Context: an optimization exercise on an open-source flow, tuned for small area, a short achievable clock period and few clock cycles per item. The choices shown serve that exercise and are no tape-out recipe.
Where RTL was checked, it was by simulation tests only, not by an equivalence proof against the original.
Power is estimated from default activity; no workload was simulated.

== v23 ==
==> flow/design.v <==
module sscore_dec (
    input             clk,
    input             rst,         
    input             start,
    input      [47:0] in_len,
    output            idle,
    output            done,
    output     [2:0]  err,
    input             in_valid,
    output            in_ready,
    input      [20:0] in_cp,
    output            out_valid,
    input             out_ready,
    output      [7:0] out_data
);
    localparam [2:0] E_NONE      = 3'd0,
                     E_HEADER    = 3'd1,    
                     E_RANGE     = 3'd2,    
                     E_LENGTH    = 3'd3,    
                     E_BODY      = 3'd5;    
    reg         idle_r;      
    reg         done_r;      
    reg  [2:0]  err_r;
    localparam LW = 12, UW = 36;
    reg  [5:0]    ph;        
    reg  [LW-1:0] rlo;       
    reg  [UW-1:0] rup;       
    reg           rpend;     
    reg           rbr;       
    reg  [2:0]    st;        
    reg  [LW-1:0] hlo;       
    reg  [UW-1:0] hup;       
    reg           hpend;     
    reg           hpass;     
    reg           hbr;       
    reg           hsh_d;     
    reg           uf;        
    reg         oor;         
    reg         mb;          
    reg         rdy_o;       
    reg         busy;        
    reg         kpat;        
    reg  [10:0] rcnt;        
    reg  [7:0]  q;           
    reg         ovalid;
    reg  [7:0]  obyte;
    reg         zfe;         
    assign idle      = idle_r;
    assign done      = done_r;
    assign err       = err_r;
    assign in_ready  = rdy_o;
    assign out_valid = ovalid;
    assign out_data  = obyte;
    wire        rdy     = !busy;
    wire        push    = in_valid && rdy;
    wire        oa      = !ovalid || out_ready;      
    wire        take    = ovalid && out_ready;       
    wire [11:0] sym     = in_cp[11:0];
    wire        inrange = (in_cp[20:12] == 9'h00E);    
    wire [1:0]  pst     = st[1:0];
    wire        body    = push && st[2];
    wire        head    = (pst == 2'd0);
    wire        t_lit   = body && head && (sym[11:10] == 2'b00);
    wire        t_zf    = body && head && (sym[11] ^ sym[10]);
    wire        t_pat   = body && head && (sym[11:10] == 2'b11);
    wire        t_a     = body && (pst == 2'd1);
    wire        t_b     = body && (pst == 2'd2);
    wire        bad     = body && (head ? (sym[11:8] == 4'b0001 || sym[11:9] == 3'b001)
                                        : (sym[11:8] != 4'b0000));
    wire        rc_zero = (rcnt == 11'd0);
    wire        rc_odd  = rcnt[0];
    wire        zf_nz   = (sym[9:0] != 10'd0);
    wire        x_emit  = !rdy && oa;
    wire [7:0]  h_byte  = (sym[11] ^ sym[10]) ? {8{sym[11]}} : sym[7:0];
    wire [10:0] dec_out = rcnt - 11'd1;
    wire        dec_z   = (rcnt[10:2] == 9'd0) &&
                          (rcnt[1:0] == ((!kpat && zfe) ? 2'd2 : 2'd1));
    wire        len_one = (sym[9:0] == 10'd1);
    wire        ph0     = (ph == 6'd0);
    wire        phl     = (ph == UW - 1);
    wire [LW-1:0] rlo_t, hlo_t;
    genvar gi;
    generate
        for (gi = 0; gi < LW; gi = gi + 1) begin : g_borrow
            if (gi == 0) begin : g0
                assign rlo_t[gi] = push;
                assign hlo_t[gi] = take;
            end else begin : gn
                assign rlo_t[gi] = push && (rlo[gi-1:0] == {gi{1'b0}});
                assign hlo_t[gi] = take && (hlo[gi-1:0] == {gi{1'b0}});
            end
        end
    endgenerate
    wire        rlo_z   = (rlo == {LW{1'b0}});
    wire        hlo_z   = (hlo == {LW{1'b0}});
    wire        rup_z   = (rup == {UW{1'b0}});
    wire        hup_z   = (hup == {UW{1'b0}});
    wire        rbc     = ph0 ? rpend : rbr;       
    wire        hrot    = ph0 ? hpend : hpass;     
    wire        hbc     = ph0 ? hpend : hbr;       
    wire        rem_z   = rup_z && rlo_z;
    wire        hsh     = push && !st[2];
    wire        fin     = !idle_r && !done_r && rem_z && rdy && oa;
    wire        e_head  = t_lit || (t_zf && zf_nz);
    wire        e_pat   = (t_a || t_b) && !rc_zero;
    wire        emit    = oa && (x_emit || e_head || e_pat);
    reg         rdy_n;
    always @(*) begin
        rdy_n = rdy;
        if (x_emit && (dec_z || pst == 2'd2)) rdy_n = 1'b1;
        if (t_a && !rc_zero && !oa) rdy_n = 1'b0;
        if (t_lit && !oa) rdy_n = 1'b0;
        if (t_zf && zf_nz) rdy_n = oa && len_one;
        if (t_b && !rc_zero) rdy_n = oa && dec_z;
    end
    always @(posedge clk) begin
        if (rst) begin
            idle_r <= 1'b1;
            done_r <= 1'b0;
            rdy_o  <= 1'b1;
            busy   <= 1'b0;
            ovalid <= 1'b0;
        end else begin
            idle_r <= idle_r ? !start : done_r;
            done_r <= fin;
            rdy_o  <= rdy_n;
            busy   <= !rdy_n;
            ovalid <= emit || (ovalid && !out_ready);
        end
    end
    always @(posedge clk) begin
        err_r <= oor                                           ? E_RANGE  :
                 !st[2]                                        ? E_HEADER :
                 (mb || !head)                                 ? E_BODY   :
                 (uf || !hup_z || hpend || hpass ||
                  (hlo != {{(LW-1){1'b0}}, ovalid})) ? E_LENGTH :
                                                                 E_NONE;
        if (oa)
            obyte <= rdy ? h_byte : q;
        if ((pst != 2'd2) ? (rdy || (oa && kpat)) : (rdy && push && !oa))
            q <= rdy ? h_byte : obyte;
        if (rdy && head) begin
            kpat <= !(sym[11] ^ sym[10]);
            zfe  <= oa;
        end
        if (!rdy) begin
            if (oa) rcnt <= dec_out;
        end else if (head) begin
            rcnt <= (sym[11:10] == 2'b11) ? {sym[9:0], 1'b0} :
                    (sym[11:10] == 2'b00) ? 11'd1 :
                                            {1'b0, sym[9:0]};
        end else if ((t_a || t_b) && !rc_zero && oa) begin
            rcnt <= dec_out;
        end
        if (idle_r) begin
            mb  <= 1'b0;
            oor <= 1'b0;
        end else begin
            if (push && !inrange) oor <= 1'b1;
            if (bad) mb <= 1'b1;
            if (t_pat) st[1:0] <= 2'd1;
            if (t_a) st[1:0] <= 2'd2;
            if (t_b) st[1:0] <= 2'd0;
        end
        if (idle_r) begin
            st    <= 3'd0;
            uf    <= 1'b0;
            hpend <= 1'b0;
            hpass <= 1'b0;
        end else begin
            if (hsh) st <= st + 3'd1;
            if (take && hlo_z && hup_z) uf <= 1'b1;
            hpend <= (hpend && !ph0) || (take && hlo_z);
            hpass <= hrot && !phl;
        end
        hsh_d <= hsh && (st[1:0] != 2'd3) && !idle_r;
        hlo <= hsh ? sym : (hlo ^ hlo_t);
        if (hsh_d) hup <= {hup[UW-13:0], hlo};
        else if (hrot) hup <= {hup[0] ^ hbc, hup[UW-1:1]};
        hbr <= hbc && !hup[0];
        ph    <= (idle_r || phl) ? 6'd0 : ph + 6'd1;
        rlo   <= idle_r ? in_len[LW-1:0] : (rlo ^ rlo_t);
        rup   <= idle_r ? in_len[47:LW] : {rup[0] ^ rbc, rup[UW-1:1]};
        rbr   <= rbc && !rup[0];
        rpend <= !idle_r && ((rpend && !ph0) || (push && rlo_z));
    end
endmodule
export LEC_CHECK = 0
export CAP_MARGIN = 20
export CORE_MARGIN = 2
export CORE_UTILIZATION = 40
export SLEW_MARGIN = 20
create_clock -name core_clock -period 8.0 [get_ports {clk}]
standard.sh (not shown) runs the stock make flow with config.mk's settings and CLKGATE_MAP_FILE= SYNTH_SCRIPT=/design/flow/synth_recipe.tcl, a recipe that flattens the netlist after the stock synthesis.
==> flow/flow/run.sh <==
#!/bin/bash
# Own flow: the standard layout, with the port buffers made from the
# smallest buffer cell, a clock tree of clkbuf_8 without dummy loads, and
# timing repair aiming for more setup slack than the 8 ns clock needs.
set -o pipefail
export BUFFER_PORTS_ARGS="-buffer_cell sky130_fd_sc_hd__buf_1"
export CTS_ARGS="-sink_clustering_enable -repair_clock_nets -dont_use_dummy_load -buf_list {sky130_fd_sc_hd__clkbuf_4 sky130_fd_sc_hd__clkbuf_8}"
export SETUP_SLACK_MARGIN=5.4
bash standard.sh > standard.log 2>&1
Relative to v23, the following input files were edited for v31:
diff --git a/flow/design.v b/flow/design.v
--- a/flow/design.v
+++ b/flow/design.v
@@ -19,11 +19,11 @@
                      E_LENGTH    = 3'd3,    
                      E_BODY      = 3'd5;    
     reg         idle_r;      
     reg         done_r;      
     reg  [2:0]  err_r;
-    localparam LW = 12, UW = 36;
+    localparam LW = 7, UW = 41;
     reg  [5:0]    ph;        
     reg  [LW-1:0] rlo;       
     reg  [UW-1:0] rup;       
     reg           rpend;     
     reg           rbr;       
@@ -31,11 +31,10 @@
     reg  [LW-1:0] hlo;       
     reg  [UW-1:0] hup;       
     reg           hpend;     
     reg           hpass;     
     reg           hbr;       
-    reg           hsh_d;     
     reg           uf;        
     reg         oor;         
     reg         mb;          
     reg         rdy_o;       
     reg         busy;        
@@ -66,11 +65,10 @@
     wire        t_a     = body && (pst == 2'd1);
     wire        t_b     = body && (pst == 2'd2);
     wire        bad     = body && (head ? (sym[11:8] == 4'b0001 || sym[11:9] == 3'b001)
                                         : (sym[11:8] != 4'b0000));
     wire        rc_zero = (rcnt == 11'd0);
-    wire        rc_odd  = rcnt[0];
     wire        zf_nz   = (sym[9:0] != 10'd0);
     wire        x_emit  = !rdy && oa;
     wire [7:0]  h_byte  = (sym[11] ^ sym[10]) ? {8{sym[11]}} : sym[7:0];
     wire [10:0] dec_out = rcnt - 11'd1;
     wire        dec_z   = (rcnt[10:2] == 9'd0) &&
@@ -98,10 +96,11 @@
     wire        rbc     = ph0 ? rpend : rbr;       
     wire        hrot    = ph0 ? hpend : hpass;     
     wire        hbc     = ph0 ? hpend : hbr;       
     wire        rem_z   = rup_z && rlo_z;
     wire        hsh     = push && !st[2];
+    wire [47:0] hshift  = {hup[35-LW:0], hlo, sym};
     wire        fin     = !idle_r && !done_r && rem_z && rdy && oa;
     wire        e_head  = t_lit || (t_zf && zf_nz);
     wire        e_pat   = (t_a || t_b) && !rc_zero;
     wire        emit    = oa && (x_emit || e_head || e_pat);
     reg         rdy_n;
@@ -150,34 +149,33 @@
                     (sym[11:10] == 2'b00) ? 11'd1 :
                                             {1'b0, sym[9:0]};
         end else if ((t_a || t_b) && !rc_zero && oa) begin
             rcnt <= dec_out;
         end
-        if (idle_r) begin
+        if (idle_r || rst) begin
             mb  <= 1'b0;
             oor <= 1'b0;
         end else begin
             if (push && !inrange) oor <= 1'b1;
             if (bad) mb <= 1'b1;
             if (t_pat) st[1:0] <= 2'd1;
             if (t_a) st[1:0] <= 2'd2;
             if (t_b) st[1:0] <= 2'd0;
         end
-        if (idle_r) begin
+        if (idle_r || rst) begin
             st    <= 3'd0;
             uf    <= 1'b0;
             hpend <= 1'b0;
             hpass <= 1'b0;
         end else begin
             if (hsh) st <= st + 3'd1;
             if (take && hlo_z && hup_z) uf <= 1'b1;
             hpend <= (hpend && !ph0) || (take && hlo_z);
             hpass <= hrot && !phl;
         end
-        hsh_d <= hsh && (st[1:0] != 2'd3) && !idle_r;
-        hlo <= hsh ? sym : (hlo ^ hlo_t);
-        if (hsh_d) hup <= {hup[UW-13:0], hlo};
+        hlo <= hsh ? hshift[LW-1:0] : (hlo ^ hlo_t);
+        if (hsh) hup <= hshift[47:LW];
         else if (hrot) hup <= {hup[0] ^ hbc, hup[UW-1:1]};
         hbr <= hbc && !hup[0];
         ph    <= (idle_r || phl) ? 6'd0 : ph + 6'd1;
         rlo   <= idle_r ? in_len[LW-1:0] : (rlo ^ rlo_t);
         rup   <= idle_r ? in_len[47:LW] : {rup[0] ^ rbc, rup[UW-1:1]};
## What came out
- Max multiplexer area fraction after synthesis across v23 and v31: v23
- Changes observed in v31 relative to v23: pin count of the biggest net entering global routing increased by 23 relative to the old numbers; static leakage power increased by about 5% relative to the old numbers.
- Synthesized instance count, v23 and v31: lower on v23
- Re combinational power: v31 is 16% down on v23.
- From v23 to v31 the numbers moved as follows: post-route cell area decreased by about 3% relative to the old numbers; multi-input combinational cell count increased by about 12% relative to the old numbers; smallest hold slack -0.0075 ns.
Testbench counts of v31, summed over its fixed seeds: cycles 65,160, bytes 62,998.
For v23, only the layout was checked, not whether the RTL still works.

static timing again, ports no longer ideal:
In the flow no input, the clock included, has a driving cell. The finished layouts below were timed again as built, in two steps. Step 1: set_driving_cell puts a clkbuf_16 on clk and a buf_2 on each other input, an assumption about the parent block. Step 2 times the ports against the registers' clock, not the clock port: input delays grow and output delays shrink by t, the midpoint of the rising clock arrivals with the driver on. Three values: no drivers, after step 1, after step 2; two values: the first two.
| run | shift t [ns] | setup slack, ns | latest minus earliest clock arrival (ns) | slew at the worst register clock pin (ns) | worst slew at a driven data input, ns |
|---|---|---|---|---|---|
| v23 | 0.474 | 5.373 / 5.349 / 4.876 | 0.027 / 0.027 | 0.08 / 0.08 | 0.07 |
| v31 | 0.466 | 5.408 / 5.370 / 4.958 | 0.027 / 0.027 | 0.08 / 0.08 | 0.06 |
After both steps every run listed still meets setup and hold. For v23, which loses most, drivers alone change the setup slack by -0.024 ns; drivers and shift together by -0.497 ns.
